What follows belongs to an exercise in optimizing a design on an open flow for small area, a short achievable clock period and few clock cycles per item; a production flow would make more cautious choices.
Function was checked by simulation only, so behaviour that the tests miss may differ from the original.
Power is estimated from default activity; no workload was simulated.

<file path="flow/flow/run.sh">
#!/bin/bash
# Standard layout, but the port buffers are the smallest buffer cell.
set -euo pipefail
export BUFFER_PORTS_ARGS="-buffer_cell sky130_fd_sc_hd__buf_1"
bash standard.sh finish > standard_flow.log 2>&1
</file>
<file path="flow/design.v">
module tdes_core (
  input  wire         clk,
  input  wire         rst,
  input  wire         cmd_valid,
  output wire         cmd_ready,
  input  wire [1:0]   cmd_op,
  input  wire [167:0] cmd_key,
  input  wire [63:0]  cmd_data,
  output reg          out_valid,
  output reg  [63:0]  out_data
);
  function [63:0] des_ip;
    input [63:0] x;
    begin
      des_ip = {
        x[6], x[14], x[22], x[30], x[38], x[46], x[54], x[62],
        x[4], x[12], x[20], x[28], x[36], x[44], x[52], x[60],
        x[2], x[10], x[18], x[26], x[34], x[42], x[50], x[58],
        x[0], x[8], x[16], x[24], x[32], x[40], x[48], x[56],
        x[7], x[15], x[23], x[31], x[39], x[47], x[55], x[63],
        x[5], x[13], x[21], x[29], x[37], x[45], x[53], x[61],
        x[3], x[11], x[19], x[27], x[35], x[43], x[51], x[59],
        x[1], x[9], x[17], x[25], x[33], x[41], x[49], x[57]
      };
    end
  endfunction
  function [63:0] des_fp;
    input [63:0] x;
    begin
      des_fp = {
        x[24], x[56], x[16], x[48], x[8], x[40], x[0], x[32],
        x[25], x[57], x[17], x[49], x[9], x[41], x[1], x[33],
        x[26], x[58], x[18], x[50], x[10], x[42], x[2], x[34],
        x[27], x[59], x[19], x[51], x[11], x[43], x[3], x[35],
        x[28], x[60], x[20], x[52], x[12], x[44], x[4], x[36],
        x[29], x[61], x[21], x[53], x[13], x[45], x[5], x[37],
        x[30], x[62], x[22], x[54], x[14], x[46], x[6], x[38],
        x[31], x[63], x[23], x[55], x[15], x[47], x[7], x[39]
      };
    end
  endfunction
  function [47:0] des_e;
    input [31:0] x;
    begin
      des_e = {
        x[0], x[31], x[30], x[29], x[28], x[27], x[28], x[27],
        x[26], x[25], x[24], x[23], x[24], x[23], x[22], x[21],
        x[20], x[19], x[20], x[19], x[18], x[17], x[16], x[15],
        x[16], x[15], x[14], x[13], x[12], x[11], x[12], x[11],
        x[10], x[9], x[8], x[7], x[8], x[7], x[6], x[5],
        x[4], x[3], x[4], x[3], x[2], x[1], x[0], x[31]
      };
    end
  endfunction
  function [31:0] des_p;
    input [31:0] x;
    begin
      des_p = {
        x[16], x[25], x[12], x[11], x[3], x[20], x[4], x[15],
        x[31], x[17], x[9], x[6], x[27], x[14], x[1], x[22],
        x[30], x[24], x[8], x[18], x[0], x[5], x[29], x[23],
        x[13], x[19], x[2], x[26], x[10], x[21], x[28], x[7]
      };
    end
  endfunction
  function [55:0] des_pc1;
    input [63:0] x;
    begin
      des_pc1 = {
        x[7], x[15], x[23], x[31], x[39], x[47], x[55], x[63],
        x[6], x[14], x[22], x[30], x[38], x[46], x[54], x[62],
        x[5], x[13], x[21], x[29], x[37], x[45], x[53], x[61],
        x[4], x[12], x[20], x[28], x[1], x[9], x[17], x[25],
        x[33], x[41], x[49], x[57], x[2], x[10], x[18], x[26],
        x[34], x[42], x[50], x[58], x[3], x[11], x[19], x[27],
        x[35], x[43], x[51], x[59], x[36], x[44], x[52], x[60]
      };
    end
  endfunction
  function [47:0] des_pc2;
    input [55:0] x;
    begin
      des_pc2 = {
        x[42], x[39], x[45], x[32], x[55], x[51], x[53], x[28],
        x[41], x[50], x[35], x[46], x[33], x[37], x[44], x[52],
        x[30], x[48], x[40], x[49], x[29], x[36], x[43], x[54],
        x[15], x[4], x[25], x[19], x[9], x[1], x[26], x[16],
        x[5], x[11], x[23], x[8], x[12], x[7], x[17], x[0],
        x[22], x[3], x[10], x[14], x[6], x[20], x[27], x[24]
      };
    end
  endfunction
  function [3:0] sbox0;
    input [5:0] c;
    begin
      case (c)
        6'd0: sbox0 = 4'd14;
        6'd1: sbox0 = 4'd0;
        6'd2: sbox0 = 4'd4;
        6'd3: sbox0 = 4'd15;
        6'd4: sbox0 = 4'd13;
        6'd5: sbox0 = 4'd7;
        6'd6: sbox0 = 4'd1;
        6'd7: sbox0 = 4'd4;
        6'd8: sbox0 = 4'd2;
        6'd9: sbox0 = 4'd14;
        6'd10: sbox0 = 4'd15;
        6'd11: sbox0 = 4'd2;
        6'd12: sbox0 = 4'd11;
        6'd13: sbox0 = 4'd13;
        6'd14: sbox0 = 4'd8;
        6'd15: sbox0 = 4'd1;
        6'd16: sbox0 = 4'd3;
        6'd17: sbox0 = 4'd10;
        6'd18: sbox0 = 4'd10;
        6'd19: sbox0 = 4'd6;
        6'd20: sbox0 = 4'd6;
        6'd21: sbox0 = 4'd12;
        6'd22: sbox0 = 4'd12;
        6'd23: sbox0 = 4'd11;
        6'd24: sbox0 = 4'd5;
        6'd25: sbox0 = 4'd9;
        6'd26: sbox0 = 4'd9;
        6'd27: sbox0 = 4'd5;
        6'd28: sbox0 = 4'd0;
        6'd29: sbox0 = 4'd3;
        6'd30: sbox0 = 4'd7;
        6'd31: sbox0 = 4'd8;
        6'd32: sbox0 = 4'd4;
        6'd33: sbox0 = 4'd15;
        6'd34: sbox0 = 4'd1;
        6'd35: sbox0 = 4'd12;
        6'd36: sbox0 = 4'd14;
        6'd37: sbox0 = 4'd8;
        6'd38: sbox0 = 4'd8;
        6'd39: sbox0 = 4'd2;
        6'd40: sbox0 = 4'd13;
        6'd41: sbox0 = 4'd4;
        6'd42: sbox0 = 4'd6;
        6'd43: sbox0 = 4'd9;
        6'd44: sbox0 = 4'd2;
        6'd45: sbox0 = 4'd1;
        6'd46: sbox0 = 4'd11;
        6'd47: sbox0 = 4'd7;
        6'd48: sbox0 = 4'd15;
        6'd49: sbox0 = 4'd5;
        6'd50: sbox0 = 4'd12;
        6'd51: sbox0 = 4'd11;
        6'd52: sbox0 = 4'd9;
        6'd53: sbox0 = 4'd3;
        6'd54: sbox0 = 4'd7;
        6'd55: sbox0 = 4'd14;
        6'd56: sbox0 = 4'd3;
        6'd57: sbox0 = 4'd10;
        6'd58: sbox0 = 4'd10;
        6'd59: sbox0 = 4'd0;
        6'd60: sbox0 = 4'd5;
        6'd61: sbox0 = 4'd6;
        6'd62: sbox0 = 4'd0;
        6'd63: sbox0 = 4'd13;
        default: sbox0 = 4'd0;
      endcase
    end
  endfunction
  function [3:0] sbox1;
    input [5:0] c;
    begin
      case (c)
        6'd0: sbox1 = 4'd15;
        6'd1: sbox1 = 4'd3;
        6'd2: sbox1 = 4'd1;
        6'd3: sbox1 = 4'd13;
        6'd4: sbox1 = 4'd8;
        6'd5: sbox1 = 4'd4;
        6'd6: sbox1 = 4'd14;
        6'd7: sbox1 = 4'd7;
        6'd8: sbox1 = 4'd6;
        6'd9: sbox1 = 4'd15;
        6'd10: sbox1 = 4'd11;
        6'd11: sbox1 = 4'd2;
        6'd12: sbox1 = 4'd3;
        6'd13: sbox1 = 4'd8;
        6'd14: sbox1 = 4'd4;
        6'd15: sbox1 = 4'd14;
        6'd16: sbox1 = 4'd9;
        6'd17: sbox1 = 4'd12;
        6'd18: sbox1 = 4'd7;
        6'd19: sbox1 = 4'd0;
        6'd20: sbox1 = 4'd2;
        6'd21: sbox1 = 4'd1;
        6'd22: sbox1 = 4'd13;
        6'd23: sbox1 = 4'd10;
        6'd24: sbox1 = 4'd12;
        6'd25: sbox1 = 4'd6;
        6'd26: sbox1 = 4'd0;
        6'd27: sbox1 = 4'd9;
        6'd28: sbox1 = 4'd5;
        6'd29: sbox1 = 4'd11;
        6'd30: sbox1 = 4'd10;
        6'd31: sbox1 = 4'd5;
        6'd32: sbox1 = 4'd0;
        6'd33: sbox1 = 4'd13;
        6'd34: sbox1 = 4'd14;
        6'd35: sbox1 = 4'd8;
        6'd36: sbox1 = 4'd7;
        6'd37: sbox1 = 4'd10;
        6'd38: sbox1 = 4'd11;
        6'd39: sbox1 = 4'd1;
        6'd40: sbox1 = 4'd10;
        6'd41: sbox1 = 4'd3;
        6'd42: sbox1 = 4'd4;
        6'd43: sbox1 = 4'd15;
        6'd44: sbox1 = 4'd13;
        6'd45: sbox1 = 4'd4;
        6'd46: sbox1 = 4'd1;
        6'd47: sbox1 = 4'd2;
        6'd48: sbox1 = 4'd5;
        6'd49: sbox1 = 4'd11;
        6'd50: sbox1 = 4'd8;
        6'd51: sbox1 = 4'd6;
        6'd52: sbox1 = 4'd12;
        6'd53: sbox1 = 4'd7;
        6'd54: sbox1 = 4'd6;
        6'd55: sbox1 = 4'd12;
        6'd56: sbox1 = 4'd9;
        6'd57: sbox1 = 4'd0;
        6'd58: sbox1 = 4'd3;
        6'd59: sbox1 = 4'd5;
        6'd60: sbox1 = 4'd2;
        6'd61: sbox1 = 4'd14;
        6'd62: sbox1 = 4'd15;
        6'd63: sbox1 = 4'd9;
        default: sbox1 = 4'd0;
      endcase
    end
  endfunction
  function [3:0] sbox2;
    input [5:0] c;
    begin
      case (c)
        6'd0: sbox2 = 4'd10;
        6'd1: sbox2 = 4'd13;
        6'd2: sbox2 = 4'd0;
        6'd3: sbox2 = 4'd7;
        6'd4: sbox2 = 4'd9;
        6'd5: sbox2 = 4'd0;
        6'd6: sbox2 = 4'd14;
        6'd7: sbox2 = 4'd9;
        6'd8: sbox2 = 4'd6;
        6'd9: sbox2 = 4'd3;
        6'd10: sbox2 = 4'd3;
        6'd11: sbox2 = 4'd4;
        6'd12: sbox2 = 4'd15;
        6'd13: sbox2 = 4'd6;
        6'd14: sbox2 = 4'd5;
        6'd15: sbox2 = 4'd10;
        6'd16: sbox2 = 4'd1;
        6'd17: sbox2 = 4'd2;
        6'd18: sbox2 = 4'd13;
        6'd19: sbox2 = 4'd8;
        6'd20: sbox2 = 4'd12;
        6'd21: sbox2 = 4'd5;
        6'd22: sbox2 = 4'd7;
        6'd23: sbox2 = 4'd14;
        6'd24: sbox2 = 4'd11;
        6'd25: sbox2 = 4'd12;
        6'd26: sbox2 = 4'd4;
        6'd27: sbox2 = 4'd11;
        6'd28: sbox2 = 4'd2;
        6'd29: sbox2 = 4'd15;
        6'd30: sbox2 = 4'd8;
        6'd31: sbox2 = 4'd1;
        6'd32: sbox2 = 4'd13;
        6'd33: sbox2 = 4'd1;
        6'd34: sbox2 = 4'd6;
        6'd35: sbox2 = 4'd10;
        6'd36: sbox2 = 4'd4;
        6'd37: sbox2 = 4'd13;
        6'd38: sbox2 = 4'd9;
        6'd39: sbox2 = 4'd0;
        6'd40: sbox2 = 4'd8;
        6'd41: sbox2 = 4'd6;
        6'd42: sbox2 = 4'd15;
        6'd43: sbox2 = 4'd9;
        6'd44: sbox2 = 4'd3;
        6'd45: sbox2 = 4'd8;
        6'd46: sbox2 = 4'd0;
        6'd47: sbox2 = 4'd7;
        6'd48: sbox2 = 4'd11;
        6'd49: sbox2 = 4'd4;
        6'd50: sbox2 = 4'd1;
        6'd51: sbox2 = 4'd15;
        6'd52: sbox2 = 4'd2;
        6'd53: sbox2 = 4'd14;
        6'd54: sbox2 = 4'd12;
        6'd55: sbox2 = 4'd3;
        6'd56: sbox2 = 4'd5;
        6'd57: sbox2 = 4'd11;
        6'd58: sbox2 = 4'd10;
        6'd59: sbox2 = 4'd5;
        6'd60: sbox2 = 4'd14;
        6'd61: sbox2 = 4'd2;
        6'd62: sbox2 = 4'd7;
        6'd63: sbox2 = 4'd12;
        default: sbox2 = 4'd0;
      endcase
    end
  endfunction
  function [3:0] sbox3;
    input [5:0] c;
    begin
      case (c)
        6'd0: sbox3 = 4'd7;
        6'd1: sbox3 = 4'd13;
        6'd2: sbox3 = 4'd13;
        6'd3: sbox3 = 4'd8;
        6'd4: sbox3 = 4'd14;
        6'd5: sbox3 = 4'd11;
        6'd6: sbox3 = 4'd3;
        6'd7: sbox3 = 4'd5;
        6'd8: sbox3 = 4'd0;
        6'd9: sbox3 = 4'd6;
        6'd10: sbox3 = 4'd6;
        6'd11: sbox3 = 4'd15;
        6'd12: sbox3 = 4'd9;
        6'd13: sbox3 = 4'd0;
        6'd14: sbox3 = 4'd10;
        6'd15: sbox3 = 4'd3;
        6'd16: sbox3 = 4'd1;
        6'd17: sbox3 = 4'd4;
        6'd18: sbox3 = 4'd2;
        6'd19: sbox3 = 4'd7;
        6'd20: sbox3 = 4'd8;
        6'd21: sbox3 = 4'd2;
        6'd22: sbox3 = 4'd5;
        6'd23: sbox3 = 4'd12;
        6'd24: sbox3 = 4'd11;
        6'd25: sbox3 = 4'd1;
        6'd26: sbox3 = 4'd12;
        6'd27: sbox3 = 4'd10;
        6'd28: sbox3 = 4'd4;
        6'd29: sbox3 = 4'd14;
        6'd30: sbox3 = 4'd15;
        6'd31: sbox3 = 4'd9;
        6'd32: sbox3 = 4'd10;
        6'd33: sbox3 = 4'd3;
        6'd34: sbox3 = 4'd6;
        6'd35: sbox3 = 4'd15;
        6'd36: sbox3 = 4'd9;
        6'd37: sbox3 = 4'd0;
        6'd38: sbox3 = 4'd0;
        6'd39: sbox3 = 4'd6;
        6'd40: sbox3 = 4'd12;
        6'd41: sbox3 = 4'd10;
        6'd42: sbox3 = 4'd11;
        6'd43: sbox3 = 4'd1;
        6'd44: sbox3 = 4'd7;
        6'd45: sbox3 = 4'd13;
        6'd46: sbox3 = 4'd13;
        6'd47: sbox3 = 4'd8;
        6'd48: sbox3 = 4'd15;
        6'd49: sbox3 = 4'd9;
        6'd50: sbox3 = 4'd1;
        6'd51: sbox3 = 4'd4;
        6'd52: sbox3 = 4'd3;
        6'd53: sbox3 = 4'd5;
        6'd54: sbox3 = 4'd14;
        6'd55: sbox3 = 4'd11;
        6'd56: sbox3 = 4'd5;
        6'd57: sbox3 = 4'd12;
        6'd58: sbox3 = 4'd2;
        6'd59: sbox3 = 4'd7;
        6'd60: sbox3 = 4'd8;
        6'd61: sbox3 = 4'd2;
        6'd62: sbox3 = 4'd4;
        6'd63: sbox3 = 4'd14;
        default: sbox3 = 4'd0;
      endcase
    end
  endfunction
  function [3:0] sbox4;
    input [5:0] c;
    begin
      case (c)
        6'd0: sbox4 = 4'd2;
        6'd1: sbox4 = 4'd14;
        6'd2: sbox4 = 4'd12;
        6'd3: sbox4 = 4'd11;
        6'd4: sbox4 = 4'd4;
        6'd5: sbox4 = 4'd2;
        6'd6: sbox4 = 4'd1;
        6'd7: sbox4 = 4'd12;
        6'd8: sbox4 = 4'd7;
        6'd9: sbox4 = 4'd4;
        6'd10: sbox4 = 4'd10;
        6'd11: sbox4 = 4'd7;
        6'd12: sbox4 = 4'd11;
        6'd13: sbox4 = 4'd13;
        6'd14: sbox4 = 4'd6;
        6'd15: sbox4 = 4'd1;
        6'd16: sbox4 = 4'd8;
        6'd17: sbox4 = 4'd5;
        6'd18: sbox4 = 4'd5;
        6'd19: sbox4 = 4'd0;
        6'd20: sbox4 = 4'd3;
        6'd21: sbox4 = 4'd15;
        6'd22: sbox4 = 4'd15;
        6'd23: sbox4 = 4'd10;
        6'd24: sbox4 = 4'd13;
        6'd25: sbox4 = 4'd3;
        6'd26: sbox4 = 4'd0;
        6'd27: sbox4 = 4'd9;
        6'd28: sbox4 = 4'd14;
        6'd29: sbox4 = 4'd8;
        6'd30: sbox4 = 4'd9;
        6'd31: sbox4 = 4'd6;
        6'd32: sbox4 = 4'd4;
        6'd33: sbox4 = 4'd11;
        6'd34: sbox4 = 4'd2;
        6'd35: sbox4 = 4'd8;
        6'd36: sbox4 = 4'd1;
        6'd37: sbox4 = 4'd12;
        6'd38: sbox4 = 4'd11;
        6'd39: sbox4 = 4'd7;
        6'd40: sbox4 = 4'd10;
        6'd41: sbox4 = 4'd1;
        6'd42: sbox4 = 4'd13;
        6'd43: sbox4 = 4'd14;
        6'd44: sbox4 = 4'd7;
        6'd45: sbox4 = 4'd2;
        6'd46: sbox4 = 4'd8;
        6'd47: sbox4 = 4'd13;
        6'd48: sbox4 = 4'd15;
        6'd49: sbox4 = 4'd6;
        6'd50: sbox4 = 4'd9;
        6'd51: sbox4 = 4'd15;
        6'd52: sbox4 = 4'd12;
        6'd53: sbox4 = 4'd0;
        6'd54: sbox4 = 4'd5;
        6'd55: sbox4 = 4'd9;
        6'd56: sbox4 = 4'd6;
        6'd57: sbox4 = 4'd10;
        6'd58: sbox4 = 4'd3;
        6'd59: sbox4 = 4'd4;
        6'd60: sbox4 = 4'd0;
        6'd61: sbox4 = 4'd5;
        6'd62: sbox4 = 4'd14;
        6'd63: sbox4 = 4'd3;
        default: sbox4 = 4'd0;
      endcase
    end
  endfunction
  function [3:0] sbox5;
    input [5:0] c;
    begin
      case (c)
        6'd0: sbox5 = 4'd12;
        6'd1: sbox5 = 4'd10;
        6'd2: sbox5 = 4'd1;
        6'd3: sbox5 = 4'd15;
        6'd4: sbox5 = 4'd10;
        6'd5: sbox5 = 4'd4;
        6'd6: sbox5 = 4'd15;
        6'd7: sbox5 = 4'd2;
        6'd8: sbox5 = 4'd9;
        6'd9: sbox5 = 4'd7;
        6'd10: sbox5 = 4'd2;
        6'd11: sbox5 = 4'd12;
        6'd12: sbox5 = 4'd6;
        6'd13: sbox5 = 4'd9;
        6'd14: sbox5 = 4'd8;
        6'd15: sbox5 = 4'd5;
        6'd16: sbox5 = 4'd0;
        6'd17: sbox5 = 4'd6;
        6'd18: sbox5 = 4'd13;
        6'd19: sbox5 = 4'd1;
        6'd20: sbox5 = 4'd3;
        6'd21: sbox5 = 4'd13;
        6'd22: sbox5 = 4'd4;
        6'd23: sbox5 = 4'd14;
        6'd24: sbox5 = 4'd14;
        6'd25: sbox5 = 4'd0;
        6'd26: sbox5 = 4'd7;
        6'd27: sbox5 = 4'd11;
        6'd28: sbox5 = 4'd5;
        6'd29: sbox5 = 4'd3;
        6'd30: sbox5 = 4'd11;
        6'd31: sbox5 = 4'd8;
        6'd32: sbox5 = 4'd9;
        6'd33: sbox5 = 4'd4;
        6'd34: sbox5 = 4'd14;
        6'd35: sbox5 = 4'd3;
        6'd36: sbox5 = 4'd15;
        6'd37: sbox5 = 4'd2;
        6'd38: sbox5 = 4'd5;
        6'd39: sbox5 = 4'd12;
        6'd40: sbox5 = 4'd2;
        6'd41: sbox5 = 4'd9;
        6'd42: sbox5 = 4'd8;
        6'd43: sbox5 = 4'd5;
        6'd44: sbox5 = 4'd12;
        6'd45: sbox5 = 4'd15;
        6'd46: sbox5 = 4'd3;
        6'd47: sbox5 = 4'd10;
        6'd48: sbox5 = 4'd7;
        6'd49: sbox5 = 4'd11;
        6'd50: sbox5 = 4'd0;
        6'd51: sbox5 = 4'd14;
        6'd52: sbox5 = 4'd4;
        6'd53: sbox5 = 4'd1;
        6'd54: sbox5 = 4'd10;
        6'd55: sbox5 = 4'd7;
        6'd56: sbox5 = 4'd1;
        6'd57: sbox5 = 4'd6;
        6'd58: sbox5 = 4'd13;
        6'd59: sbox5 = 4'd0;
        6'd60: sbox5 = 4'd11;
        6'd61: sbox5 = 4'd8;
        6'd62: sbox5 = 4'd6;
        6'd63: sbox5 = 4'd13;
        default: sbox5 = 4'd0;
      endcase
    end
  endfunction
  function [3:0] sbox6;
    input [5:0] c;
    begin
      case (c)
        6'd0: sbox6 = 4'd4;
        6'd1: sbox6 = 4'd13;
        6'd2: sbox6 = 4'd11;
        6'd3: sbox6 = 4'd0;
        6'd4: sbox6 = 4'd2;
        6'd5: sbox6 = 4'd11;
        6'd6: sbox6 = 4'd14;
        6'd7: sbox6 = 4'd7;
        6'd8: sbox6 = 4'd15;
        6'd9: sbox6 = 4'd4;
        6'd10: sbox6 = 4'd0;
        6'd11: sbox6 = 4'd9;
        6'd12: sbox6 = 4'd8;
        6'd13: sbox6 = 4'd1;
        6'd14: sbox6 = 4'd13;
        6'd15: sbox6 = 4'd10;
        6'd16: sbox6 = 4'd3;
        6'd17: sbox6 = 4'd14;
        6'd18: sbox6 = 4'd12;
        6'd19: sbox6 = 4'd3;
        6'd20: sbox6 = 4'd9;
        6'd21: sbox6 = 4'd5;
        6'd22: sbox6 = 4'd7;
        6'd23: sbox6 = 4'd12;
        6'd24: sbox6 = 4'd5;
        6'd25: sbox6 = 4'd2;
        6'd26: sbox6 = 4'd10;
        6'd27: sbox6 = 4'd15;
        6'd28: sbox6 = 4'd6;
        6'd29: sbox6 = 4'd8;
        6'd30: sbox6 = 4'd1;
        6'd31: sbox6 = 4'd6;
        6'd32: sbox6 = 4'd1;
        6'd33: sbox6 = 4'd6;
        6'd34: sbox6 = 4'd4;
        6'd35: sbox6 = 4'd11;
        6'd36: sbox6 = 4'd11;
        6'd37: sbox6 = 4'd13;
        6'd38: sbox6 = 4'd13;
        6'd39: sbox6 = 4'd8;
        6'd40: sbox6 = 4'd12;
        6'd41: sbox6 = 4'd1;
        6'd42: sbox6 = 4'd3;
        6'd43: sbox6 = 4'd4;
        6'd44: sbox6 = 4'd7;
        6'd45: sbox6 = 4'd10;
        6'd46: sbox6 = 4'd14;
        6'd47: sbox6 = 4'd7;
        6'd48: sbox6 = 4'd10;
        6'd49: sbox6 = 4'd9;
        6'd50: sbox6 = 4'd15;
        6'd51: sbox6 = 4'd5;
        6'd52: sbox6 = 4'd6;
        6'd53: sbox6 = 4'd0;
        6'd54: sbox6 = 4'd8;
        6'd55: sbox6 = 4'd15;
        6'd56: sbox6 = 4'd0;
        6'd57: sbox6 = 4'd14;
        6'd58: sbox6 = 4'd5;
        6'd59: sbox6 = 4'd2;
        6'd60: sbox6 = 4'd9;
        6'd61: sbox6 = 4'd3;
        6'd62: sbox6 = 4'd2;
        6'd63: sbox6 = 4'd12;
        default: sbox6 = 4'd0;
      endcase
    end
  endfunction
  function [3:0] sbox7;
    input [5:0] c;
    begin
      case (c)
        6'd0: sbox7 = 4'd13;
        6'd1: sbox7 = 4'd1;
        6'd2: sbox7 = 4'd2;
        6'd3: sbox7 = 4'd15;
        6'd4: sbox7 = 4'd8;
        6'd5: sbox7 = 4'd13;
        6'd6: sbox7 = 4'd4;
        6'd7: sbox7 = 4'd8;
        6'd8: sbox7 = 4'd6;
        6'd9: sbox7 = 4'd10;
        6'd10: sbox7 = 4'd15;
        6'd11: sbox7 = 4'd3;
        6'd12: sbox7 = 4'd11;
        6'd13: sbox7 = 4'd7;
        6'd14: sbox7 = 4'd1;
        6'd15: sbox7 = 4'd4;
        6'd16: sbox7 = 4'd10;
        6'd17: sbox7 = 4'd12;
        6'd18: sbox7 = 4'd9;
        6'd19: sbox7 = 4'd5;
        6'd20: sbox7 = 4'd3;
        6'd21: sbox7 = 4'd6;
        6'd22: sbox7 = 4'd14;
        6'd23: sbox7 = 4'd11;
        6'd24: sbox7 = 4'd5;
        6'd25: sbox7 = 4'd0;
        6'd26: sbox7 = 4'd0;
        6'd27: sbox7 = 4'd14;
        6'd28: sbox7 = 4'd12;
        6'd29: sbox7 = 4'd9;
        6'd30: sbox7 = 4'd7;
        6'd31: sbox7 = 4'd2;
        6'd32: sbox7 = 4'd7;
        6'd33: sbox7 = 4'd2;
        6'd34: sbox7 = 4'd11;
        6'd35: sbox7 = 4'd1;
        6'd36: sbox7 = 4'd4;
        6'd37: sbox7 = 4'd14;
        6'd38: sbox7 = 4'd1;
        6'd39: sbox7 = 4'd7;
        6'd40: sbox7 = 4'd9;
        6'd41: sbox7 = 4'd4;
        6'd42: sbox7 = 4'd12;
        6'd43: sbox7 = 4'd10;
        6'd44: sbox7 = 4'd14;
        6'd45: sbox7 = 4'd8;
        6'd46: sbox7 = 4'd2;
        6'd47: sbox7 = 4'd13;
        6'd48: sbox7 = 4'd0;
        6'd49: sbox7 = 4'd15;
        6'd50: sbox7 = 4'd6;
        6'd51: sbox7 = 4'd12;
        6'd52: sbox7 = 4'd10;
        6'd53: sbox7 = 4'd9;
        6'd54: sbox7 = 4'd13;
        6'd55: sbox7 = 4'd0;
        6'd56: sbox7 = 4'd15;
        6'd57: sbox7 = 4'd3;
        6'd58: sbox7 = 4'd3;
        6'd59: sbox7 = 4'd5;
        6'd60: sbox7 = 4'd5;
        6'd61: sbox7 = 4'd6;
        6'd62: sbox7 = 4'd8;
        6'd63: sbox7 = 4'd11;
        default: sbox7 = 4'd0;
      endcase
    end
  endfunction
  function [27:0] rol28;
    input [27:0] x;
    input        two;
    begin
      rol28 = two ? {x[25:0], x[27:26]} : {x[26:0], x[27]};
    end
  endfunction
  function [27:0] ror28;
    input [27:0] x;
    input        two;
    begin
      ror28 = two ? {x[1:0], x[27:2]} : {x[0], x[27:1]};
    end
  endfunction
  function shift_two;
    input [3:0] r;
    begin
      shift_two = !(r == 4'd0 || r == 4'd1 || r == 4'd8 || r == 4'd15);
    end
  endfunction
  function [31:0] feistel;
    input [31:0] h;
    input [47:0] k;
    reg   [47:0] x;
    begin
      x = des_e(h) ^ k;
      feistel = des_p({sbox0(x[47:42]), sbox1(x[41:36]), sbox2(x[35:30]),
                       sbox3(x[29:24]), sbox4(x[23:18]), sbox5(x[17:12]),
                       sbox6(x[11:6]),  sbox7(x[5:0])});
    end
  endfunction
  reg [167:0] key;         
  reg         key_tdes;    
  reg         busy;        
  reg         op_dec;      
  reg  [1:0]  stage;       
  reg  [3:0]  round;       
  reg  [31:0] L, R;        
  reg  [27:0] C, D;        
  assign cmd_ready = !busy;
  wire accept    = cmd_valid && !busy;
  function [1:0] stage_key;
    input       tdes;
    input       dec;
    input [1:0] stg;
    begin
      if (!tdes)
        stage_key = 2'd0;
      else if (!dec)
        stage_key = stg;
      else
        stage_key = 2'd2 - stg;
    end
  endfunction
  function stage_dec;
    input       tdes;
    input       dec;
    input [1:0] stg;
    begin
      stage_dec = dec ^ (tdes && stg == 2'd1);
    end
  endfunction
  function [55:0] stage_cd;
    input [167:0] k;
    input [1:0]   sel;
    input         dec;
    reg   [55:0]  third;
    reg   [55:0]  pk;
    begin
      case (sel)
        2'd0:    third = k[167:112];
        2'd1:    third = k[111:56];
        default: third = k[55:0];
      endcase
      pk = des_pc1({8'h00, third});
      if (dec)
        stage_cd = pk;
      else
        stage_cd = {rol28(pk[55:28], 1'b0), rol28(pk[27:0], 1'b0)};
    end
  endfunction
  wire        cur_dec    = stage_dec(key_tdes, op_dec, stage);
  wire        last_stage = !key_tdes || stage == 2'd2;
  wire        last_round = round == 4'd15;
  wire [47:0] subkey = des_pc2({C, D});
  wire [31:0] fo     = feistel(R, subkey);
  wire [63:0] ip   = des_ip(cmd_data);
  wire        en_l = busy &&  last_round;
  wire        en_r = busy && !last_round;
  wire [31:0] xl   = !busy ? ip[63:32] : last_round ? L : R;
  wire [31:0] xr   = !busy ? ip[31:0]  : last_round ? R : L;
  wire        one    = round == 4'd0 || round == 4'd7 || round == 4'd14;
  wire        ld_tdes = key_tdes;
  wire        ld_dec  = busy ? op_dec : cmd_op[0];
  wire [1:0]  ld_stg  = busy ? stage + 2'd1 : 2'd0;
  wire [55:0] cd_load = stage_cd(key, stage_key(ld_tdes, ld_dec, ld_stg),
                                 stage_dec(ld_tdes, ld_dec, ld_stg));
  always @(*) out_data = des_fp({L, R});
  always @(posedge clk) begin
    if (rst) begin
      busy      <= 1'b0;
      out_valid <= 1'b0;
    end else begin
      out_valid <= busy && last_round && last_stage;
      if (!busy)
        busy <= cmd_valid && !cmd_op[1];
      else if (last_round && last_stage)
        busy <= 1'b0;
    end
    if (accept && cmd_op[1]) begin
      key      <= cmd_key;
      key_tdes <= cmd_op[0];
    end
    if (!busy) begin
      op_dec <= cmd_op[0];
      stage  <= 2'd0;
      round  <= 4'd0;
    end else begin
      round <= round + 4'd1;
      if (last_round)
        stage <= stage + 2'd1;
    end
    L <= xl ^ (fo & {32{ en_l}});
    R <= xr ^ (fo & {32{ en_r}});
    if (!busy || last_round)
      {C, D} <= cd_load;
    else begin
      C <= cur_dec ? ror28(C, !one) : rol28(C, !one);
      D <= cur_dec ? ror28(D, !one) : rol28(D, !one);
    end
  end
endmodule
</file>
<file path="flow/standard.sh">
#!/bin/bash
# synth_recipe.tcl (not shown) runs the flow's synth.tcl, then flattens the netlist and writes it again
# the make line also repeats each setting of config.mk as NAME=value (left out here)
make -C /OpenROAD-flow-scripts/flow DESIGN_CONFIG=/design/flow/config.mk WORK_HOME=/design/flow/orfs CLKGATE_MAP_FILE= SYNTH_SCRIPT=/design/flow/synth_recipe.tcl "${@:-finish}"
</file>
<file path="flow/constraint.sdc">
create_clock -name core_clock -period 5.0 [get_ports {clk}]
set_input_delay 1.0000 -clock core_clock [delete_from_list [all_inputs] [get_ports {clk}]]
set_output_delay 1.0000 -clock core_clock [all_outputs]
set_load 0.01 [all_outputs]
</file>
<file path="flow/config.mk">
export PLATFORM = sky130hd
export DESIGN_NAME = tdes_core
export DESIGN_NICKNAME = tdes_core
export VERILOG_FILES = /design/flow/design.v
export SDC_FILE = /design/flow/constraint.sdc
export NUM_CORES = 4
export LEC_CHECK = 0
export CAP_MARGIN = 20
export CORE_MARGIN = 2
export CORE_UTILIZATION = 60
export CTS_BUF_LIST = sky130_fd_sc_hd__clkbuf_8
export SETUP_SLACK_MARGIN = 2.5
export SLEW_MARGIN = 20
</file>
==> summary.txt, run 1 <==
clk sink count 277; post-synth top area share 24.69%; Max-Cap Viols 0; initial drt markers 2059; Setup Total Neg Slack 0 ns; status finished clean; Main synth FF type edfxtp_1; flop2flop setup slack 2.31 ns; die height 177.2 µm; Area Growth Syn to Fin 28.25%; count of cell types in the netlist 80; gp weighted congestion 0.9521; Hold Path End round[0]; Async SR Flop Fraction 0%; Most Crowded Layer GR met2; Final Util 78.11%; routed wire length 57770 µm; Hold Vio Cnt, Final 0; Worst-path clk slew 0.07 ns; largest net degree at the start of global routing 99; Wirelength per Cell 22.71 µm; Yosys warning count 1; total leakage power 8.496 nW; DR vias/cell 6.688; grt met1 use 48.58%; RR Startpoint R[8]; CTS Buf Count 46; share of cells above drive strength 1 26.09%; R2R depth 11; grt met2 use 54.98%; Period Utilization, post-route 53.85%; total track usage 35.20%; most common cell after layout, fill and taps aside buf_1; vias in the first global route 15570; insertion delay to the later sink of the worst-skew pair 0.60 ns; Chip Width 177.2 µm; Hold-fix buffers, CTS 0; clk_skew 0.02180 ns; f_max 371.4 MHz; DP Wirelength 35410 µm; drt first pass iters 6; Worst EP arrival 3.19 ns; die area 0.03141 mm²; initial antenna violation count 0; I/O Buffers 281; critical path fanouts, max 4; critical path required time 5.50 ns; hold path cells 1; CTS H-tree lvls 2; P per Cell Area 521.1 mW/mm²; most frequent cells in the layout buf_1, edfxtp_1, buf_4; sequential-to-total area share from yosys stat 39.03%; total power 12.03 mW; first-pass GRT wire length 86440 µm; startpoint types register; Avg Cell Area, Syn 10.15 µm²; Root Buffer clkbuf_8; Synth Register Bits 277; # DRC 0; Post-Syn Area 0.01800 mm²; CTS tree done; GRT overflow 0; nets 2395; I/O pin count 303; RSZ-0062 raised after global routing yes; # rows 63; final setup violation count 0; ANT cells 0; total core area 0.02956 mm²; slew margin rel. 38.88%; Hold Path Class register to register; DRT antenna net count 0; hold_sp round[0]; Mapped Cells 1774; leading area contributor after synthesis edfxtp_1; Clock Path Buffers 3; CP Class register to register; max-slew violations 0; syn_nets 2049; initial core utilization 60.91%; via count 17010; EDFF count, synth 148; reg2reg end L[3]; critical path capture point type register; met3 usage 6.787%; Synth area leaders edfxtp_1, dfxtp_1, mux4_2; Max IR drop VDD 0.2745 mV; crit path time final 2.692 ns; worst slew pin tran 0.9169 ns
-- flip-flops by register name (all words and copies together) (netlist names) --
register,cells
C,28
D,28
L,32
R,32
busy,1
key,147
key_tdes,1
op_dec,1
out_valid,1
round,4
stage,2
-- Yosys cell counts, types with 9 or more instances --
| library cell | number |
|---|---|
| nand3_1 | 44 |
| mux4_2 | 61 |
| xor2_1 | 43 |
| o21ai_0 | 59 |
| edfxtp_1 | 148 |
| and3_1 | 77 |
| o21ai_1 | 15 |
| a221oi_1 | 11 |
| clkbuf_1 | 99 |
| xor2_2 | 12 |
| inv_1 | 42 |
| mux2i_1 | 99 |
| nand2b_1 | 12 |
| a21oi_1 | 119 |
| o2bb2ai_1 | 15 |
| nor2_1 | 142 |
| or3_1 | 14 |
| a221o_1 | 52 |
| nor3_1 | 43 |
| dfxtp_1 | 129 |
| o22ai_1 | 10 |
| o2111ai_1 | 9 |
| o31ai_1 | 12 |
| buf_2 | 43 |
| a211oi_1 | 35 |
| o221ai_1 | 36 |
| a31oi_1 | 18 |
| ha_1 | 38 |
| xnor2_1 | 55 |
| a21o_1 | 11 |
| o211ai_1 | 18 |
| nand2_1 | 91 |
| a22o_1 | 17 |
-- worst max path at each step --
stage,start,end,slack [ns],depth (start not counted)
6_report,R[8],L[3],2.31,11
5_1_grt,R[8],L[3],2.20,11
4_1_cts,R[8],L[3],2.35,11
3_5_place_dp,R[27],L[15],1.60,9
3_3_place_gp,R[27],R[15],1.60,9
2_1_floorplan,cmd_op[1],key[100],2.44,1
-- cell type report --
type	count	area, µm²
inverter	50	210.2
sequential	277	7139
fill	1908	6470
tap	390	488.0
clock inverter	32	177.7
timing repair buffer	443	2561
multi-input combinational	1302	11830
clock buffer	50	688.2
-- metal layers --
layer  routed length (µm)  share of wire, %  up-vias
li1                     -                 -     7594
met1                22730                39     8157
met2                26600                46     1100
met3                 5961                10      163
met4                 2471               4.3        0
met5                    0                 0        -
-- critical path, stage by stage, from the launching register on --
cell and delay [ns]:
dfxtp_4 0.41, xor2_2 0.15, buf_6 0.14, clkinvlp_4 0.14, ha_4 0.20, nor2_4 0.13
inv_2 0.06, mux4_2 0.48, mux4_2 0.54, xor2_2 0.17, nor2_1 0.10, o2bb2ai_1 0.08
-- metrics by stage --
step / cell area (µm²) / hold slack (ns) / setup slack, ns / cells
CTS: 22100 / 0.4522 / 2.352 / 2486
global route: 23090 / 0.4721 / 2.202 / 2544
detailed placement: 19350 / 0.4330 / 1.599 / 2323
finish: 23090 / 0.4483 / 2.308 / 2544
global placement: 19350 / 0.4315 / 1.598 / 2323
floorplan: 18220 / 0.4142 / 2.441 / 1774
-- what timing repair did --
action / CTS / global route
pin swaps: 109 / 63
setup endpoints to repair: 121 / 114
resized for setup: 203 / 109
gates cloned: 9 / 1
setup buffers: 72 / 57
endpoints found under the hold margin: 0 / 0
-- kinds of logic (layout without fill, tap and decap cells) --
| group | after synthesis | in the layout | synth area share (%) |
|---|---|---|---|
| AO/OA/AOI/OAI | 510 | 512 | 20.47 |
| XOR/XNOR | 117 | 118 | 6.547 |
| adder cells (fa/ha/maj) | 38 | 38 | 2.641 |
| buffers and inverters | 198 | 575 | 4.510 |
| flip-flops | 277 | 277 | 39.03 |
| multiplexers | 173 | 173 | 14.47 |
| AND/OR/NAND/NOR | 461 | 461 | 12.33 |
-- report_power, final --
group          internal [mW]  switching, mW
sequential              2.68          0.519
combinational           3.17           3.72
clock                  0.975          0.971
Testbench counts, summed over its fixed seeds: cycles 146,392, blocks 4,205.
==> run 2, diff against run 1 <==
--- a/flow/config.mk
+++ b/flow/config.mk
@@ -7,7 +7,9 @@
 export LEC_CHECK = 0
 export CAP_MARGIN = 20
 export CORE_MARGIN = 2
-export CORE_UTILIZATION = 60
+export CORE_UTILIZATION = 40
 export CTS_BUF_LIST = sky130_fd_sc_hd__clkbuf_8
+export CTS_CLUSTER_DIAMETER = 80
+export CTS_CLUSTER_SIZE = 20
 export SETUP_SLACK_MARGIN = 2.5
 export SLEW_MARGIN = 20
==> run 2 against run 1 <==
Critical path type unchanged. Sequential power about the same. Clock power decreased by about 30%. Fmax increased by 1.5%. Global-route usage decreased by 11 points. Highest routed layer unchanged.
==> summary.txt, run 2 <==
status finished clean; max-slew violations 0 (unchanged); combinational family with the most area after synthesis compound AO/OA/AOI/OAI gates; Wirelength per Cell 22.15 µm (-2.4%); Chip Width 216.2 µm (+22%); Worst EP arrival 3.16 ns (-0.03 ns); clk_skew 0.05129 ns (+0.02950 ns); critical path capture point type register; initial core utilization 40.62% (-20 points); fillcell total 3926 (+110%); Post-Syn Area 0.01800 mm² (unchanged); initial antenna violation count 0 (unchanged); sequential-to-total area share from yosys stat 39.03% (unchanged); reg2reg end C[24]; critical path fanouts, max 6 (+2); DR vias/cell 6.110 (-8.6%); NetSw 5.123 mW (-1.7%); first-pass GRT wire length 89950 µm (+4.1%); vias in the first global route 15220 (-2.2%); Synth Register Bits 277 (unchanged); total track usage 24.25% (-11 points); GRT overflow 0 (unchanged); RSZ-0062 raised after global routing yes; Hold Path End round[0]; count of cell types in the netlist 80 (unchanged); DRT antenna net count 0 (unchanged); Sw Ratio 43.89% (+0.57 points); post-synthesis mux area share 14.47% (unchanged); max FFs per register 147 (unchanged); Hold Path Class register to register; Period Utilization, post-route 53.06% (-0.78 points); Worst-path clk slew 0.11 ns (+0.04 ns); flop2flop setup slack 2.35 ns (+0.04 ns); syn_nets 2049 (unchanged); CP bufs+invs 3 (unchanged); clk sink count 277 (unchanged); most common cell after layout, fill and taps aside buf_1; via count 16690 (-1.9%); post-synth top area share 24.69% (unchanged); Max-Cap Viols 0 (unchanged); Async SR Flop Fraction 0% (unchanged); post-synthesis simple-gate area fraction 12.33% (unchanged); startpoint types register; Root Buffer clkbuf_8; nets 2400 (+0.21%); R2R depth 13 (+2); initial drt markers 2003 (-2.7%); f_max 376.9 MHz (+1.5%); die area 0.04672 mm² (+49%); share of power burned in the clock network 11.7% (-4.5 points); Comb pwr share 60.9% (+3.6 points); internal power 6.549 mW (-4.0%); worst slew pin tran 1.044 ns (+0.1272 ns); CTS H-tree lvls 1 (-1); Max IR drop VDD 0.2347 mV (-14%); compound-gate portion of the synthesized area 20.47% (unchanged); # rows 77 (+22%); hold_sp round[0]; total core area 0.04432 mm² (+50%); hold path cells 1 (unchanged); Area Growth Syn to Fin 29.30%; gp weighted congestion 0.9134 (-4.1%); Hold-fix buffers, CTS 0 (unchanged); largest net degree at the start of global routing 108 (+9.1%); crit path time final 2.653 ns (-0.03908 ns); P per Cell Area 501.4 mW/mm² (-3.8%); most frequent cells in the layout buf_1, buf_4, edfxtp_1; I/O pin count 303 (unchanged); final setup violation count 0 (unchanged); die height 216.2 µm (+22%); most frequent cell after synthesis edfxtp_1; Main synth FF type edfxtp_1; ANT cells 0 (unchanged); Yosys warning count 1 (unchanged); Largest Register key; RR Startpoint stage[0]; Avg Cell Area, Syn 10.15 µm² (unchanged); Post-Synth XOR/XNOR Area 6.547% (unchanged); # DRC 0 (unchanged); EDFF count, synth 148 (unchanged); Setup Total Neg Slack 0 ns (unchanged); dpl cells 2530 (+8.9%); Seq pwr share 27.4% (+0.8 points); CP Class register to register; most common library cells after synthesis edfxtp_1, nor2_1, dfxtp_1; CTS Buf Count 21 (-54%); Cell Chain, Critical Path inv_2 > ha_4 > nand2b_4 > ha_4 > nand2_4 > a21oi_4 > o21ai_4 > buf_12 > buf_16 > and3_4 > a221o_1 > mux2i_1 > a21oi_1; slowest CP cell dfxtp_2; Critical Path Most Common Cell ha_4; Mapped Cells 1774 (unchanged); Hold Vio Cnt, Final 0 (unchanged); leading area contributor after synthesis edfxtp_1; drt first pass iters 5 (-1); CTS tree done; Post-Layout Cell Count 2732 (+7.4%); share of cells above drive strength 1 26.78% (+0.68 points); insertion delay to the later sink of the worst-skew pair 0.63 ns (+0.03 ns); Adder-Cell Fraction of Synth Area 2.641% (unchanged); routed wire length 60520 µm (+4.8%); critical path required time 5.51 ns (about the same); total leakage power 8.424 nW (-0.85%); I/O Buffers 281 (unchanged); DP Wirelength 38000 µm (+7.3%); Clock Path Buffers 3 (unchanged); slowest stage delay, CP 0.35 ns (-0.19 ns); Top delay family on crit path compound AO/OA/AOI/OAI gates; Synth area leaders edfxtp_1, dfxtp_1, mux4_2; slew margin rel. 30.40% (-8.5 points); top flop regs key: 147 flops, L: 32 flops, R: 32 flops
run 2: cell count changes in the layout (fill, tap and decap cells not counted), moves of 8 or more:
| cell | previous run | this run |
|---|---|---|
| clkbuf_8 | 50 | 22 |
| buf_12 | 8 | 16 |
| dfxtp_1 | 77 | 68 |
| buf_4 | 134 | 150 |
| dfxtp_4 | 19 | 32 |
| inv_1 | 49 | 35 |
run 2: worst register-to-register path, cell delays in order, from the launching register on:
cell	delay, ns
dfxtp_2	0.35
inv_2	0.04
ha_4	0.21
nand2b_4	0.15
ha_4	0.29
nand2_4	0.05
a21oi_4	0.18
o21ai_4	0.14
buf_12	0.20
buf_16	0.14
and3_4	0.14
a221o_1	0.31
mux2i_1	0.23
a21oi_1	0.09
run 2: cell type report:
type / count / area [µm²] / area share, %
clock inverter: 16 / 156.4 / 0.6719
clock buffer: 22 / 302.8 / 1.301
inverter: 50 / 216.5 / 0.9299
multi-input combinational: 1304 / 11810 / 50.71
timing repair buffer: 471 / 2874 / 12.35
tap: 592 / 740.7 / 3.182
sequential: 277 / 7183 / 30.86
run 2: through the flow:
| step | setup WS, ns | area, µm² | util, % | hold WS [ns] | power, mW |
|---|---|---|---|---|---|
| after floorplan | 2.441 | 18220 | - | 0.4142 | 7.145 |
| after global placement | 1.434 | 19640 | 44.32 | 0.4340 | 8.341 |
| after detailed placement | 1.470 | 19640 | 44.32 | 0.4413 | 8.444 |
| after CTS | 2.341 | 21970 | 49.57 | 0.4644 | 10.63 |
| after global routing | 2.243 | 23280 | 52.53 | 0.5093 | 12.32 |
| final | 2.347 | 23280 | 52.53 | 0.4612 | 11.67 |
run 2: what timing repair did:
item / in CTS / in global routing
pin swaps: 120 / 61
gates cloned: 12 / 2
buffers inserted: 62 / 88
resized for setup: 214 / 125
setup endpoints to repair: 125 / 116
run 2: worst max-delay path by stage:
stage                     startpoint       end  depth (start not counted)
after floorplan            cmd_op[1]  key[100]                          1
after global placement         R[27]     L[15]                          9
after detailed placement       R[27]     R[15]                          9
after CTS                       R[8]      L[3]                         11
after global routing        stage[0]     C[22]                         13
final                       stage[0]     C[24]                         13
run 2: power by group through the flow:
stage | clock network [mW] | logic (mW) | registers [mW]
after CTS | 1.41 | 6.05 | 3.17
after detailed placement | 0 | 5.32 | 3.12
after global routing | 1.49 | 7.60 | 3.23
after floorplan | 0 | 4.17 | 2.98
final | 1.37 | 7.10 | 3.20
after global placement | 0 | 5.23 | 3.11
run 2: logic make-up (layout without fill, tap and decap cells):
logic type	Yosys count	after routing
buffers and inverters	198	559
adder cells (fa/ha/maj)	38	38
AO/OA/AOI/OAI	510	514
XOR/XNOR	117	118
multiplexers	173	173
AND/OR/NAND/NOR	461	461
flip-flops	277	277
run 2: layer usage:
| layer | track usage, % | vias to the layer above | part of all wire (%) |
|---|---|---|---|
| li1 | - | 7592 | - |
| met1 | 34.57 | 8230 | 43 |
| met5 | 0 | - | 0 |
| met4 | 5.571 | 0 | 2.6 |
| met2 | 38.94 | 798 | 47 |
| met3 | 3.621 | 72 | 7.5 |
==> run 3, diff against run 2 <==
==> flow/config.mk (replaced) <==
export PLATFORM = sky130hd
export DESIGN_NAME = tdes_core
export DESIGN_NICKNAME = tdes_core
export VERILOG_FILES = /design/flow/design.v
export SDC_FILE = /design/flow/constraint.sdc
export NUM_CORES = 4
export LEC_CHECK = 0
export ABC_AREA = 1
export CAP_MARGIN = 20
export CORE_MARGIN = 2
export CORE_UTILIZATION = 40
export CTS_BUF_LIST = sky130_fd_sc_hd__clkbuf_8
export SETUP_SLACK_MARGIN = 3.0
export SLEW_MARGIN = 20
export TNS_END_PERCENT = 10
==> run 3 against run 2 <==
Flip-flop and latch count stayed put. Wire length is 6.9% higher. Area after synthesis is 2.1% lower. First-iteration DRC count is 28% lower. Design area is 3.9% lower. Total power is 17% higher. Clock skew is 0.0014 ns lower. Critical path depth is 12 lower. Combinational power is 11% higher. Final cell count is 27% higher. Clock power is 68% higher. Fmax is 17% higher. Highest routed layer unchanged.
==> summary.txt, run 3 <==
Area Growth Syn to Fin 26.92%; Hold WS 0.4349 ns (-0.02636 ns); Max IR drop VDD 0.2383 mV (+1.5%); clk sink count 277 (unchanged); gp weighted congestion 0.9104 (-0.33%); Hold Path Class register to register; post-synth top area share 25.21% (+0.52 points); NetSw 6.767 mW (+32%); crit path time final 2.268 ns (-0.3849 ns); GRT overflow 0 (unchanged); Wirelength per Cell 18.70 µm (-16%); DR top layer met4; DRT antenna net count 0 (unchanged); DP Wirelength 43810 µm (+15%); routed wire length 64710 µm (+6.9%); clk_skew 0.04992 ns (-0.001368 ns); initial core utilization 40.75% (+0.13 points); Yosys warning count 1 (unchanged); max-slew violations 0 (unchanged); critical path fanouts, max 4 (-2); CTS tree done; total leakage power 9.806 nW (+16%); worst slew pin tran 0.8890 ns (-0.1551 ns); ANT cells 0 (unchanged); internal power 6.841 mW (+4.5%); Post-Syn Area 0.01763 mm² (-2.1%); Worst-path clk slew 0.05 ns (-0.06 ns); CTS Buf Count 50 (+140%); CP Class register to output port; Largest Register key; RSZ-0062 raised after global routing yes; Sw Ratio 49.73% (+5.8 points); Final Util 51.72% (-0.81 points); sequential-to-total area share from yosys stat 39.86% (+0.83 points); EDFF count, synth 148 (unchanged); nets 3114 (+30%); flop2flop setup slack 2.80 ns (+0.45 ns); most frequent cell after synthesis nand2_1; insertion delay to the later sink of the worst-skew pair 0.65 ns (+0.02 ns); most common library cells after synthesis nand2_1, nand3_1, inv_1; critical path required time 4.00 ns (-1.51 ns); Avg Cell Area, Syn 6.969 µm² (-31%); Clock Path Buffers 3 (unchanged); die height 213.9 µm (-1.0%); Comb pwr share 58.0% (-2.9 points); Met3 Wirelength 4267 µm (-6.1%); Top delay family on crit path flip-flops; Synth area leaders edfxtp_1, nand2_1, nand3_1; Hold Vio Cnt, Final 0 (unchanged); total core area 0.04327 mm² (-2.4%); I/O pin count 303 (unchanged); # DRC 0 (unchanged); Mapped Cells 2530 (+43%); via count 19070 (+14%); I/O Buffers 281 (unchanged); Synth Register Bits 277 (unchanged); drt first pass iters 6 (+1); final setup margin 2.732 ns (+0.3849 ns); slowest stage delay, CP 0.46 ns (+0.11 ns); Chip Width 213.9 µm (-1.0%); most common cell after layout, fill and taps aside nand2_1; slowest CP cell dfxtp_4; Cell Chain, Critical Path buf_2; Async SR Flop Fraction 0% (unchanged); Setup Total Neg Slack 0 ns (unchanged); pre-CTS setup slack 1.748 ns (+0.2782 ns); slew margin rel. 40.74% (+10 points); Seq pwr share 25.1% (-2.3 points); critical path capture point type output port; share of power burned in the clock network 16.9% (+5.2 points); fillcell total 4314 (+9.9%); startpoint types register; total track usage 26.82% (+2.6 points); # rows 76 (-1.3%); P per Cell Area 608.1 mW/mm² (+21%); Max-Cap Viols 0 (unchanged); initial drt markers 1439 (-28%); share of cells above drive strength 1 14.15% (-13 points); f_max 440.9 MHz (+17%); CP bufs+invs 1 (-2); largest net degree at the start of global routing 118 (+9.3%); top flop regs key: 147 flops, L: 32 flops, R: 32 flops; final setup violation count 0 (unchanged); Period Utilization, post-route 45.37% (-7.7 points); routed length on met2 31090 µm (+9.5%); Main synth FF type edfxtp_1; Met1 Wirelength 27220 µm (+4.6%); leading area contributor after synthesis edfxtp_1; max FFs per register 147 (unchanged); syn_nets 2805 (+37%); most frequent cells in the layout nand2_1, nand3_1, buf_1; count of cell types in the netlist 33 (-59%); Worst EP arrival 1.27 ns (-1.89 ns); die area 0.04577 mm² (-2.0%); vias in the first global route 17580 (+16%); CTS H-tree lvls 2 (+1); DR vias/cell 5.509 (-9.8%); first-pass GRT wire length 97880 µm (+8.8%); status finished clean; Root Buffer clkbuf_8; initial antenna violation count 0 (unchanged)
-- run 3: cell types whose count changed after synthesis, moves of 31 or more --
cell	before	now
a211oi_1	35	0
nand2_1	91	922
mux4_2	61	0
nand4_1	8	78
nand3_1	44	586
nand3b_1	1	32
a221o_1	52	0
mux2i_1	99	0
nor2_1	142	39
a21oi_1	119	53
and3_1	77	0
nor3_1	43	3
inv_1	42	181
-- run 3: logic make-up after synthesis --
logic type                 after synthesis  synth area share, %
buffers and inverters                  322                7.097
DFF                                    277                39.86
and+or+nand+nor                       1663                41.44
AOI/OAI and AO/OA                      180                6.295
adders and majority gates               38                2.697
xor gates and xnor gates                50                2.612
-- run 3: worst paths after layout --
path	cells past startpoint	from	to
hold / removal	1	round[0]	round[0]
setup / recovery	1	R[31]	out_data[7]
hold reg to reg	1	round[0]	round[0]
setup reg to reg	6	busy	key[153]
-- run 3: metal layers --
metal / track usage [%] / up-vias
met2: 44.52 / 788
met3: 3.508 / 112
li1: - / 9202
met5: 0 / -
met1: 35.83 / 8965
met4: 9.604 / 0
-- run 3: cell type report --
class	count	area, µm²	area share, %
inverters	185	730.7	3.265
well taps	585	732.0	3.271
clock inverters	34	291.5	1.303
multi-input cells	1932	10360	46.31
repair buffers	390	2326	10.39
repair inverters	3	20.02	0.08946
clock buffers	55	757.0	3.383
flip-flops and latches	277	7157	31.98
-- run 3: stage by stage --
stage	instances	total power [mW]	instance area, µm²
floorplan	2530	7.990	17650
global placement	3290	9.950	19190
detailed placement	3290	9.971	19190
CTS	3408	12.55	21160
global route	3461	14.61	22380
finish	3461	13.61	22380
-- run 3: power groups by stage --
stage	Clock [mW]	Combinational, mW	Sequential [mW]
5_1_grt	2.44	8.72	3.45
3_3_place_gp	0	6.63	3.33
6_report	2.30	7.89	3.41
4_1_cts	2.35	6.86	3.34
2_1_floorplan	0	4.88	3.11
3_5_place_dp	0	6.64	3.33
-- run 3: what timing repair did --
| action | CTS | global route |
|---|---|---|
| hold buffers | 0 | 0 |
| pin swaps | 5 | 32 |
| buffers inserted | 21 | 50 |
| setup endpoints to repair | 336 | 303 |
| gates resized for setup | 153 | 180 |
| gates cloned | 8 | 2 |
==> run 4, diff against run 3 <==
--- a/flow/config.mk
+++ b/flow/config.mk
@@ -10,6 +10,6 @@
 export CORE_MARGIN = 2
 export CORE_UTILIZATION = 40
 export CTS_BUF_LIST = sky130_fd_sc_hd__clkbuf_8
-export SETUP_SLACK_MARGIN = 3.0
+export SETUP_SLACK_MARGIN = 2.7
 export SLEW_MARGIN = 20
-export TNS_END_PERCENT = 10
+export TNS_END_PERCENT = 5
==> run 4 against run 3 <==
Clock power hardly changed. Final cell count is 1.8% lower. Die area stayed put. Still clean on timing, DRC and antenna. Design area is 5.8% lower. Combinational power is 11% lower. Core utilization is 3.0 points lower. First-iteration DRC count is 8.9% higher. Critical path type unchanged.
==> summary.txt, run 4 <==
status finished clean; max FFs per register 147 (unchanged); Setup Total Neg Slack 0 ns (unchanged); Hold Path Class register to register; Hold Path End round[0]; DP Wirelength 43810 µm (unchanged); max-slew violations 0 (unchanged); reg2reg end D[26]; Worst EP arrival 1.39 ns (+0.12 ns); count of cell types in the netlist 33 (unchanged); total track usage 26.49% (-0.33 points); post-synth top area share 25.21% (unchanged); Main synth FF type edfxtp_1; CTS tree done; via count 18700 (-1.9%); vias in the first global route 17430 (-0.88%); final setup margin 2.606 ns (-0.1253 ns); Cell Chain, Critical Path clkbuf_2; hold_sp round[0]; slowest CP cell dfxtp_1; total leakage power 9.335 nW (-4.8%); Avg Cell Area, Syn 6.969 µm² (unchanged); P per Cell Area 602.7 mW/mm² (-0.90%); initial antenna violation count 0 (unchanged); # DRC 0 (unchanged); largest net degree at the start of global routing 118 (unchanged); Async SR Flop Fraction 0% (unchanged); worst slew pin tran 0.8509 ns (-0.03805 ns); crit path time final 2.394 ns (+0.1253 ns); CTS Buf Count 50 (unchanged); routed wire length 62680 µm (-3.1%); I/O Buffers 281 (unchanged); initial drt markers 1567 (+8.9%); Top delay family on crit path flip-flops; clk sink count 277 (unchanged); GRT overflow 0 (unchanged); fillcell total 4452 (+3.2%); Post-Syn Area 0.01763 mm² (unchanged); nets 3053 (-2.0%); drt first pass iters 5 (-1); final instance area 0.02108 mm² (-5.8%); first-pass GRT wire length 96680 µm (-1.2%); critical path capture point type output port; top flop regs key: 147 flops, L: 32 flops, R: 32 flops; Max IR drop VDD 0.2358 mV (-1.1%); flop2flop setup slack 2.65 ns (-0.15 ns); Synth area leaders edfxtp_1, nand2_1, nand3_1; share of cells above drive strength 1 7.922% (-6.2 points); Clock Path Buffers 3 (unchanged); total core area 0.04327 mm² (unchanged); syn_nets 2805 (unchanged); pre-CTS setup slack 1.748 ns (unchanged); leading area contributor after synthesis edfxtp_1; ANT cells 0 (unchanged); critical path required time 4.00 ns (about the same); DP Area 0.01919 mm² (unchanged); gp weighted congestion 0.9104 (unchanged); R2R depth 13 (+7); DRT antenna net count 0 (unchanged); CTS H-tree lvls 2 (unchanged); total power 12.71 mW (-6.6%); most frequent cells in the layout nand2_1, nand3_1, buf_1; initial core utilization 40.75% (unchanged); EDFF count, synth 148 (unchanged); Mapped Cells 2530 (unchanged); Hold Vio Cnt, Final 0 (unchanged); final setup violation count 0 (unchanged); Period Utilization, post-route 47.87% (+2.5 points); Yosys warning count 1 (unchanged); Chip Width 213.9 µm (unchanged); die height 213.9 µm (unchanged); clk_skew 0.05276 ns (+0.002832 ns); CP bufs+invs 1 (unchanged); slew margin rel. 43.08% (+2.3 points); startpoint types register; most common library cells after synthesis nand2_1, nand3_1, inv_1; # rows 76 (unchanged); hold path cells 1 (unchanged); Area Growth Syn to Fin 19.59%; sequential-to-total area share from yosys stat 39.86% (unchanged); DR vias/cell 5.499 (-0.19%); CP Class register to output port; Worst-path clk slew 0.06 ns (about the same); f_max 417.8 MHz (-5.2%); critical path fanouts, max 6 (+2); Synth Register Bits 277 (unchanged); Wirelength per Cell 18.43 µm (-1.4%); Max-Cap Viols 0 (unchanged); most frequent cell after synthesis nand2_1; slowest stage delay, CP 0.49 ns (+0.03 ns); Root Buffer clkbuf_8; Largest Register key; RR Startpoint stage[0]; I/O pin count 303 (unchanged); insertion delay to the later sink of the worst-skew pair 0.66 ns (about the same); die area 0.04577 mm² (unchanged); RSZ-0062 raised after global routing yes; most common cell after layout, fill and taps aside nand2_1
[run 4: cell counts after synthesis]
No cell type changed its count.
[run 4: metrics by stage]
| stage | instances | hold slack (ns) | util, % |
|---|---|---|---|
| finish | 3400 | 0.4624 | 48.73 |
| global route | 3400 | 0.5025 | 48.73 |
| CTS | 3392 | 0.4690 | 47.66 |
| detailed placement | 3290 | 0.4558 | 44.36 |
| global placement | 3290 | 0.4470 | 44.36 |
| floorplan | 2530 | 0.4297 | - |
[run 4: where the power goes]
group          internal, mW  total (mW)  switching, mW
logic                  2.25        7.02           4.77
clock network          1.27        2.31           1.04
registers              2.77        3.37          0.606
total                  6.29        12.7           6.42
[run 4: cell type report]
| class | count | area (µm²) | share of cell area (%) |
|---|---|---|---|
| clock inverter | 34 | 291.5 | 1.383 |
| multi-input combinational | 1932 | 9824 | 46.60 |
| timing repair inverter | 2 | 15.01 | 0.07121 |
| timing repair buffer | 330 | 1677 | 7.952 |
| tap | 585 | 732.0 | 3.472 |
| clock buffer | 55 | 757.0 | 3.590 |
| inverter | 185 | 711.9 | 3.377 |
| sequential | 277 | 7076 | 33.56 |
[run 4: cell families (layout without fill, tap and decap cells)]
kind of cell / after synthesis / in the layout / share of synthesized area [%]
AOI/OAI and AO/OA: 180 / 181 / 6.295
DFF: 277 / 277 / 39.86
adders and majority gates: 38 / 38 / 2.697
and+or+nand+nor: 1663 / 1663 / 41.44
buffers and inverters: 322 / 606 / 7.097
xor gates and xnor gates: 50 / 50 / 2.612
[run 4: what timing repair did]
action,in CTS,in global routing
setup endpoints to repair,279,264
pin swaps,3,8
resized for setup,39,92
endpoints found under the hold margin,0,0
cloned,6,1
setup buffers,7,7
hold buffers,0,0
[run 4: per-layer routing]
layer,GRT usage (%),up-vias,share of wire [%]
li1,-,9080,-
met1,35.81,8768,43
met2,44.04,736,48
met3,3.195,112,6.4
met4,8.695,0,3.0
met5,0,-,0
[run 4: worst max-delay path by stage]
stage          startpoint  depth (start not counted)  slack [ns]      endpoint
6_report            R[15]                          1        2.61   out_data[3]
3_5_place_dp     key_tdes                          8        1.75         C[18]
5_1_grt             R[12]                          1        2.56  out_data[27]
2_1_floorplan   cmd_valid                          2        1.31      key[100]
4_1_cts              busy                          3        2.46     cmd_ready
3_3_place_gp     key_tdes                          8        1.78          C[3]
==> run 5, diff against run 4 <==
--- a/flow/config.mk
+++ b/flow/config.mk
@@ -5,7 +5,6 @@
 export SDC_FILE = /design/flow/constraint.sdc
 export NUM_CORES = 4
 export LEC_CHECK = 0
-export ABC_AREA = 1
 export CAP_MARGIN = 20
 export CORE_MARGIN = 2
 export CORE_UTILIZATION = 40
==> run 5 against run 4 <==
Clock power down 8%. Synthesized cell count down 30%. Via count down 13%. Core utilization up 1.2 points. Global-route usage down 2.3 points. Die area up 2.1%. Fmax down 11%. Worst setup slack worse by 0.30 ns. Wire length down 6.7%. Highest routed layer is now met5.
==> summary.txt, run 5 <==
status finished clean; insertion delay to the later sink of the worst-skew pair 0.64 ns (-0.02 ns); most common library cells after synthesis edfxtp_1, nor2_1, dfxtp_1; slowest CP cell dfxtp_1; Mapped Cells 1774 (-30%); most frequent cell after synthesis edfxtp_1; die area 0.04672 mm² (+2.1%); CTS Buf Count 50 (unchanged); Chip Width 216.2 µm (+1.0%); clk sink count 277 (unchanged); share of cells above drive strength 1 18.77% (+11 points); largest net degree at the start of global routing 107 (-9.3%); GRT overflow 0 (unchanged); final setup violation count 0 (unchanged); Worst EP arrival 3.20 ns (+1.81 ns); Synth Register Bits 277 (unchanged); Worst path depth 9 (+8); Most Crowded Layer GR met2; total track usage 24.17% (-2.3 points); vias in the first global route 15540 (-11%); routed wire length 58480 µm (-6.7%); first-pass GRT wire length 89180 µm (-7.8%); Clock Path Buffers 3 (unchanged); NetSw 4.934 mW (-23%); EDFF count, synth 148 (unchanged); I/O Buffers 281 (unchanged); Main synth FF type edfxtp_1; post-synth top area share 24.69% (-0.52 points); Setup Total Neg Slack 0 ns (unchanged); CP bufs+invs 1 (unchanged); Yosys warning count 1 (unchanged); leading area contributor after synthesis edfxtp_1; hold path cells 1 (unchanged); nets 2326 (-24%); critical path required time 5.50 ns (+1.50 ns); CTS H-tree lvls 2 (unchanged); R2R depth 9 (-4); dpl cells 2532 (-23%); CTS tree done; share of power burned in the clock network 18.7% (+0.5 points); initial core utilization 40.62% (-0.13 points); Comb pwr share 53.4% (-1.9 points); Period Utilization, post-route 53.90% (+6.0 points); Synth area leaders edfxtp_1, dfxtp_1, mux4_2; startpoint types register; via count 16250 (-13%); count of cell types in the netlist 80 (+140%); internal power 6.442 mW (+2.4%); top flop regs key: 147 flops, L: 32 flops, R: 32 flops; crit path time final 2.695 ns (+0.3012 ns); critical path capture point type register; f_max 371.1 MHz (-11%); Max-Cap Viols 0 (unchanged); Worst-path clk slew 0.06 ns (about the same); Async SR Flop Fraction 0% (unchanged); max FFs per register 147 (unchanged); # DRC 0 (unchanged); Post-Syn Area 0.01800 mm² (+2.1%); initial drt markers 1517 (-3.2%); Final Util 49.92% (+1.2 points); met3 usage 5.095% (+1.9 points); drt first pass iters 5 (unchanged); Seq pwr share 27.9% (+1.4 points); RSZ-0062 raised after global routing yes; Hold Path Class register to register; # rows 77 (+1.3%); initial antenna violation count 2 (+2); total core area 0.04432 mm² (+2.4%); CP Class register to register; max-slew violations 0 (unchanged); most common cell after layout, fill and taps aside buf_1; Top delay family on crit path compound AO/OA/AOI/OAI gates; syn_nets 2049 (-27%); Area Growth Syn to Fin 22.89%; DP Wirelength 38190 µm (-13%); P per Cell Area 514.2 mW/mm² (-15%); sequential-to-total area share from yosys stat 39.03% (-0.83 points); Root Buffer clkbuf_8; Largest Register key; Hold Vio Cnt, Final 0 (unchanged); most frequent cells in the layout buf_1, edfxtp_1, nor2_1; slew margin rel. 33.02% (-10 points); Avg Cell Area, Syn 10.15 µm² (+46%); Cell Chain, Critical Path xnor2_4 > inv_2 > ha_1 > nor2_1 > a211oi_2 > a2111o_1 > a31oi_1 > xor2_1 > o21ai_1; I/O pin count 303 (unchanged); Wirelength per Cell 21.81 µm (+18%); DR vias/cell 6.062 (+10%); Max IR drop VDD 0.2401 mV (+1.8%); grt met1 use 32.97% (-2.8 points); clk_skew 0.02268 ns (-0.03008 ns); Post-Layout Cell Count 2681 (-21%); Sw Ratio 43.37% (-7.1 points); total leakage power 8.079 nW (-13%); slowest stage delay, CP 0.54 ns (+0.05 ns); gp weighted congestion 0.9060 (-0.48%); grt met2 use 37.92% (-6.1 points); die height 216.2 µm (+1.0%); critical path fanouts, max 11 (+5); DRT antenna net count 0 (unchanged); worst slew pin tran 1.005 ns (+0.1538 ns); fillcell total 4087 (-8.2%)
run 5: changes by cell type after synthesis, moves of 66 or more:
cell     before  now
nand4_1      78    8
inv_1       181   42
mux2i_1       0   99
a21oi_1      53  119
nand2_1     922   91
nand3_1     586   44
and3_1        0   77
nor2_1       39  142
run 5: worst register-to-register path: cells and delay by family, from the launching register on:
| family | cells | cell delay, ns |
|---|---|---|
| adder cells (fa/ha/maj) | 1 | 0.31 |
| flip-flops | 1 | 0.54 |
| AND/OR/NAND/NOR | 1 | 0.19 |
| XOR/XNOR | 2 | 0.44 |
| buffers and inverters | 1 | 0.16 |
| AO/OA/AOI/OAI | 4 | 0.92 |
run 5: per-layer routing:
metal / vias to the layer above / wire [µm] / share of wire [%]
met5: - / 26 / 0.044
met4: 4 / 1954 / 3.3
met3: 102 / 4786 / 8.2
met2: 752 / 26600 / 45
met1: 7944 / 25120 / 43
li1: 7451 / - / -
run 5: path summary, 6_finish.rpt:
path             from       end  slack (ns)
min          round[0]  round[0]        0.46
max              D[3]     L[20]        2.31
max reg2reg      D[3]     L[20]        2.31
min reg2reg  round[0]  round[0]        0.46
run 5: power by group through the flow:
stage,logic (mW),clock network [mW],registers [mW]
floorplan,4.11,0,2.97
global placement,5.19,0,3.10
detailed placement,5.29,0,3.11
CTS,5.84,2.19,3.14
global route,6.57,2.28,3.20
finish,6.08,2.13,3.17
run 5: timing repair:
| item | 4_1_cts | 5_1_grt |
|---|---|---|
| gates resized for setup | 151 | 30 |
| cloned | 9 | 1 |
| pin swaps | 44 | 9 |
| endpoints found under the setup margin | 300 | 243 |
| setup buffers | 40 | 9 |
| hold buffers | 0 | 0 |
run 5: area by class of cell:
cell class | instances | area, µm² | area share [%]
Antenna cell | 1 | 2.502 | 0.01131
Clock buffer | 54 | 743.2 | 3.359
Clock inverter | 35 | 231.5 | 1.046
Inverter | 50 | 201.4 | 0.9105
Multi-Input combinational cell | 1303 | 11150 | 50.41
Sequential cell | 277 | 7102 | 32.10
Tap cell | 592 | 740.7 | 3.348
Timing Repair Buffer | 369 | 1951 | 8.817
run 5: per-stage QoR:
stage               instance area (µm²)  hold slack (ns)  setup WS (ns)  power [mW]
finish                            22120           0.4576          2.305       11.38
global route                      22120           0.4823          2.195       12.06
CTS                               21900           0.4577          2.346       11.17
detailed placement                19600           0.4455          1.427       8.400
global placement                  19600           0.4309          1.442       8.295
floorplan                         18120           0.4142          2.441       7.083
run 5: logic make-up (layout without fill, tap and decap cells):
kind of cell | after synthesis | in the layout | share of synthesized area (%)
compound gates | 510 | 512 | 20.47
simple gates | 461 | 461 | 12.33
flops | 277 | 277 | 39.03
buf+inv | 198 | 508 | 4.510
mux | 173 | 173 | 14.47
xor+xnor | 117 | 119 | 6.547
fa+ha+maj | 38 | 38 | 2.641
other cells | 0 | 1 | 0

Setup slack of run 5, layout unchanged: 2.305 ns with ideal ports, 2.305 ns with driving cells assumed (clock clkbuf_16, inputs buf_2), 2.130 ns with port delays also shifted by the 0.683 ns mid clock arrival.
